Background: an optimization exercise with open tools, aiming at small area, a short achievable clock period and few clock cycles. Do not read the settings as production practice. In this exercise RTL edits were held to simulation tests only and were not proved equivalent to the original.

==> exp/nickel <==
// intcode_core
module intcode_core (
    input  wire        clk,
    input  wire        rst,         
    input  wire        cmd_valid,
    output wire        cmd_ready,
    input  wire [3:0]  cmd_op,
    input  wire [15:0] cmd_a,
    input  wire [15:0] cmd_b,
    input  wire [15:0] cmd_c,
    input  wire [15:0] cmd_d,
    output reg         rsp_valid,
    output reg  [2:0]  rsp_code,
    output reg  [31:0] rsp_data
);
clock: 20.0 ns
lec_check: 0
cap_margin: 20
core_margin: 2
core_utilization: 30
slew_margin: 20
standard.sh (not shown) runs the stock make flow with config.mk's settings and CLKGATE_MAP_FILE= SYNTH_SCRIPT=/design/flow/synth_recipe.tcl, a recipe that flattens the netlist after the stock synthesis.
==> flow/flow/run.sh <==
#!/bin/bash
# The standard synthesis and layout (standard.sh), with two changes to how
# the layout is made: the ports are buffered with buf_4 cells instead of the
# default delay-buffer cells, and the layout's timing repair aims for a setup
# slack of 14.5 ns instead of 0, that is for a 5.5 ns cycle. The clock, the SDC
# and everything else are unchanged.
set -uo pipefail
bash standard.sh synth > synth.log 2>&1 || exit 1
bash standard.sh SETUP_SLACK_MARGIN=14.5 \
    "BUFFER_PORTS_ARGS=-buffer_cell sky130_fd_sc_hd__buf_4" finish > layout.log 2>&1 || exit 1
==> exp/fjord (differences from exp/nickel) <==
--- a/flow/design.v
+++ b/flow/design.v
@@ -32,14 +32,15 @@
     reg [31:0] sfcnt;
     reg        ready;        
     reg        loading;      
     reg [6:0]  ld_idx;
     reg        peek_pend;    
     reg        peek_ok;
     reg        ld_clr;       
+    reg [6:0]  ld_len;       
     reg        pt_flt;       
     reg [15:0] pt_pos;
     reg        run_act;      
     reg        srch;         
     reg        replay;       
     reg        rs_pend;      
     reg        pf_pend;      
@@ -87,21 +88,23 @@
     wire        hitD = vD    && dD[5:2] == ipr;
     wire        hitE = cur_E && dE[5:2] == ipr;
     wire        hitW = cur_W && dW[5:2] == ipr;
     wire        hit0 = (hitD && dD[1:0] == 2'd0) || (hitE && dE[1:0] == 2'd0) ||
                        (hitW && dW[1:0] == 2'd0);
     wire        conflict = hit0 || ((hitD || hitE || hitW) && !fs0 && !fbad);
     wire        kill   = cur_W && ovfW;
-    wire        f_go   = run_act && !kill && !conflict;
+    wire        ekill  = run_act && cur_E && !tail_pend && !kill && ovf_early;
+    wire        f_go   = run_act && !kill && !ekill && !conflict;
     wire        f_push = f_go && f_ok;
-    wire        f_tok  = f_go && !f_ok && !tail_pend;
+    wire        tail_ok;
+    wire        f_tok  = f_go && !f_ok && tail_ok;
     wire        last_verb = (verb == verb_hi);
     wire        last_cand = last_verb && (noun == noun_hi);
     wire        overlap   = srch && !replay && !last_cand;
-    wire        spec_h = f_go && !tail_pend && overlap && f_halt;   
+    wire        spec_h = f_go && tail_ok && overlap && f_halt;   
     wire        spec_f = f_tok && overlap && !f_halt;     
     wire        f_end  = f_tok && !overlap && !vD && !vE;
     reg [2:0]  fe_cause;
     reg [15:0] fe_info;
     reg [1:0]  fe_slot;
     always @(*) begin
         fe_cause = 3'd0; fe_info = 16'd0; fe_slot = 2'd0;
@@ -517,28 +520,47 @@
             if (yE[k]) by = k + 1;
         end
     end
     wire [5:0]  bsum = {1'b0, bx} + {1'b0, by};
     wire        movf = (bsum >= 6'd18) || (bsum == 6'd17 && prod[16]);
     wire [15:0] resE = mulE ? prod[15:0] : sum[15:0];
     wire        ovfE = mulE ? movf : sum[16];
+    reg  [15:0] tx, ty;
+    integer k2;
+    always @(*) begin
+        tx[15] = xE[15];
+        ty[15] = yE[15];
+        for (k2 = 14; k2 >= 0; k2 = k2 - 1) begin
+            tx[k2] = tx[k2+1] | xE[k2];
+            ty[k2] = ty[k2+1] | yE[k2];
+        end
+    end
+    reg         ge18;
+    integer k3;
+    always @(*) begin
+        ge18 = 1'b0;
+        for (k3 = 1; k3 < 16; k3 = k3 + 1)
+            ge18 = ge18 | (tx[k3] & ty[16-k3]);
+    end
+    wire        ovf_early = mulE ? ge18 : sum[16];
     wire [15:0] rdA = mem[aD];
     wire [15:0] rdB = mem[bD];
     wire [15:0] xR = (cur_E && dE == aD) ? resE : (cur_W && dW == aD) ? resW : rdA;
     wire [15:0] yR = (cur_E && dE == bD) ? resE : (cur_W && dW == bD) ? resW : rdB;
     wire [15:0] noun_nx = last_verb ? noun + 16'd1 : noun;
     wire [15:0] verb_nx = last_verb ? verb_lo : verb + 16'd1;
     wire [15:0] m0  = (cur_W && dW == 6'd0) ? resW : mem[0];
     wire [22:0] ans = noun * 23'd100 + {7'd0, verb};
     wire        t_dec   = tail_pend && !old_E;
     wire        t_flt   = tail_flt || (old_W && ovfW);
     wire [15:0] t_m0    = (old_W && dW == 6'd0) ? resW : m0_old;
     wire        t_found = t_dec && !t_flt && (t_m0 == target);
-    wire end_ev  = f_end || (run_act && kill);
-    wire dec     = srch && ((run_act && kill) || pf_pend || ed_pend);
+    assign      tail_ok = !tail_pend || (t_dec && !t_found);
+    wire end_ev  = f_end || (run_act && kill) || ekill;
+    wire dec     = srch && ((run_act && kill) || ekill || pf_pend || ed_pend);
     wire f_found = f_halt && (m0 == target);
     wire halted  = ed_pend && ed_halt;
     wire found   = ed_pend && ed_found;
     wire advance = spec_h || (dec && !found && !last_cand);
     wire restore = rs_pend || advance || t_found;
     wire [15:0] p_n = rs_pend ? noun_lo : t_found ? noun_p : noun_nx;
     wire [15:0] p_v = rs_pend ? verb_lo : t_found ? verb_p : verb_nx;
@@ -627,14 +649,15 @@
         eW   <= eE;
         if (accept && !loading && cmd_op == C_PEEK)
             aD <= cmd_a[5:0];
         cw_base <= loading;
         cw_a    <= loading ? ld_idx[5:0] : cmd_a[5:0];
         cw_d    <= loading ? cmd_a : cmd_b;
         pt_pos  <= cmd_a;
+        if (!loading) ld_len <= cmd_a[6:0];
         if (rst) begin
             ready     <= 1'b1;
             loading   <= 1'b0;
             ld_idx    <= 7'd0;
             peek_pend <= 1'b0;
             peek_ok   <= 1'b0;
             run_act   <= 1'b0;
@@ -681,14 +704,16 @@
             cw_v      <= 1'b0;
             rs_pend   <= 1'b0;
             pf_pend   <= 1'b0;
             ed_pend   <= 1'b0;
             ld_clr    <= 1'b0;
             pt_flt    <= 1'b0;
             if (ld_clr) begin
+                mem_len  <= ld_len;
+                base_len <= ld_len;
                 ip     <= 7'd0;
                 state  <= ST_RUNNING;
                 fcause <= 3'd0;
                 finfo  <= 16'd0;
                 fslot  <= 2'd0;
                 sstate <= SS_IDLE;
                 target <= 16'd0;
@@ -706,25 +731,23 @@
             if (rs_pend) begin
                 noun <= noun_lo;
                 verb <= verb_lo;
             end
             if (accept && loading) begin
                 cw_v    <= 1'b1;
                 ld_idx  <= ld_idx + 7'd1;
-                if (ld_idx + 7'd1 == mem_len) begin
+                if (ld_idx + 7'd1 == ld_len) begin
                     loading <= 1'b0;
                     respond(R_DONE, 32'd0);
                 end
             end else if (accept) begin
                 case (cmd_op)
                     C_LOAD:
                         if (cmd_a > MEM_MAX) respond(R_REFUSED, 32'd0);
                         else begin
-                            mem_len  <= cmd_a[6:0];
-                            base_len <= cmd_a[6:0];
                             ld_clr   <= 1'b1;
                             ld_idx   <= 7'd0;
                             if (cmd_a == 16'd0) respond(R_DONE, 32'd0);
                             else loading <= 1'b1;
                         end
                     C_PATCH:
                         if (state != ST_RUNNING) respond(R_REFUSED, 32'd0);
@@ -780,37 +803,45 @@
             if (peek_pend) begin
                 peek_pend <= 1'b0;
                 ready     <= 1'b1;
                 if (peek_ok) respond(R_VALUE, {16'd0, rdA});
                 else respond(R_REFUSED, 32'd0);
             end
             vD <= f_push;
-            vE <= vD && !kill;
-            vW <= vE && !kill;
+            vE <= vD && !kill && !ekill;
+            vW <= vE && !kill && !ekill;
             if (f_push) ip <= ip + 7'd4;
             if (kill && run_act) begin
                 run_act <= 1'b0;
                 ip      <= {1'b0, ipW, 2'd0};
                 state   <= ST_FAULTED;
                 fcause  <= F_OVF;
                 finfo   <= 16'd0;
                 fslot   <= 2'd0;
             end
+            if (ekill) begin
+                run_act <= 1'b0;
+                ip      <= {1'b0, ipE, 2'd0};
+                state   <= ST_FAULTED;
+                fcause  <= F_OVF;
+                finfo   <= 16'd0;
+                fslot   <= 2'd0;
+            end
             if (f_end) begin
                 run_act <= 1'b0;
                 state   <= f_halt ? ST_HALTED : ST_FAULTED;
                 fcause  <= fe_cause;
                 finfo   <= fe_info;
                 fslot   <= fe_slot;
             end
             if (f_end && !srch) begin
                 ready <= 1'b1;
                 respond(f_halt ? R_HALTED : R_FAULTED, 32'd0);
             end
-            if (kill && run_act && !srch) begin
+            if ((kill && run_act || ekill) && !srch) begin
                 ready <= 1'b1;
                 respond(R_FAULTED, 32'd0);
             end
             if ((f_end || spec_f) && srch) begin
                 run_act  <= 1'b0;
                 ed_pend  <= 1'b1;
                 ed_halt  <= f_end && f_halt;
==> flow/config.mk (replaced) <==
export PLATFORM = sky130hd
export DESIGN_NAME = intcode_core
export DESIGN_NICKNAME = intcode_core
export VERILOG_FILES = /design/flow/design.v
export SDC_FILE = /design/flow/constraint.sdc
export NUM_CORES = 4
export LEC_CHECK = 0
export CAP_MARGIN = 20
export CORE_MARGIN = 2
export CORE_UTILIZATION = 35
export SLEW_MARGIN = 20
==> notes.md <==
Run status: exp/fjord did not finish; exp/nickel complete, but fails checks
Last stage reached: exp/fjord global routing (5_1_grt); exp/nickel -
Layout check failures: exp/fjord -; exp/nickel antenna violations, max-capacitance violations, max-slew violations
Complex-gate fraction of the synthesized area: exp/fjord 0.220; exp/nickel 0.220
Syn Inst Count: exp/fjord 10500; exp/nickel 10300
Multiplexer fraction of the synthesized cell area: exp/fjord 0.0153; exp/nickel 0.0180
Post-Synth XOR/XNOR Area: exp/fjord 0.0163; exp/nickel 0.0184
Nets in the synthesized netlist: exp/fjord 10900; exp/nickel 10700
Sequential-to-total area share from yosys stat: exp/fjord 0.574; exp/nickel 0.579
Number of flip-flops and latches in the synthesized netlist: exp/fjord 2512; exp/nickel 2505
Clock tree sinks: exp/fjord 2512; exp/nickel 2505
Cell area after synthesis: exp/fjord 123000 sq um; exp/nickel 122000 sq um
Die X-Extent: exp/fjord 598 microns; exp/nickel 642 microns
EDFF count, synth: exp/fjord 2055; exp/nickel 2048
Basic-gate share of the synthesized area counting and, or, nand and nor cells: exp/fjord 0.0960; exp/nickel 0.0901
Post-detailed-placement half-perimeter wirelength: exp/fjord 728000 microns; exp/nickel 863000 microns
Placed instance count: exp/fjord 14900; exp/nickel 15800
Num rows: exp/fjord 218; exp/nickel 234
Post-place setup slack: exp/fjord 10.43 ns; exp/nickel 11.42 ns
Per-instance average area after synthesis: exp/fjord 11.8 sq um; exp/nickel 11.8 sq um
Effective utilization at floorplan: exp/fjord 0.351; exp/nickel 0.301
Count of different cell masters after synthesis: exp/fjord 108; exp/nickel 98
# Post-CTS Setup Buffers: exp/fjord 111; exp/nickel 119
Synthesized-area fraction occupied by adder cells: exp/fjord 0.0389; exp/nickel 0.0392
Chip height: exp/fjord 598 microns; exp/nickel 642 microns
Global placement routability congestion: exp/fjord 1.32; exp/nickel 1.20
Testbench counts of exp/nickel, summed over its fixed seeds: cycles 36,860.
Testbench counts of exp/fjord, summed over its fixed seeds: cycles 35,343.

[separate check: timing with driven ports]
No port has a modelled driver above. Below, the same layout with a new extraction and two added sets of constraints.
Step 1, drivers: a clkbuf_16 drives clk and a buf_2 each remaining input, both assumed.
Step 2, shift: input delay + t, output delay - t, t = (earliest + latest rising clock arrival at the registers) / 2. This alone moves slack from input paths to output paths.
Slacks: ideal / step 1 / step 2; pairs: ideal / step 1.
run: exp/nickel
shift t [ns]: 1.178
slack for setup (ns): 13.576 / 13.576 / 13.368
worst slew at a driven data input, ns: 0.11
cell pins on the clock port's net: 1
The setup slack of exp/nickel moves by 0.000 ns with the drivers and by -0.208 ns with both steps.
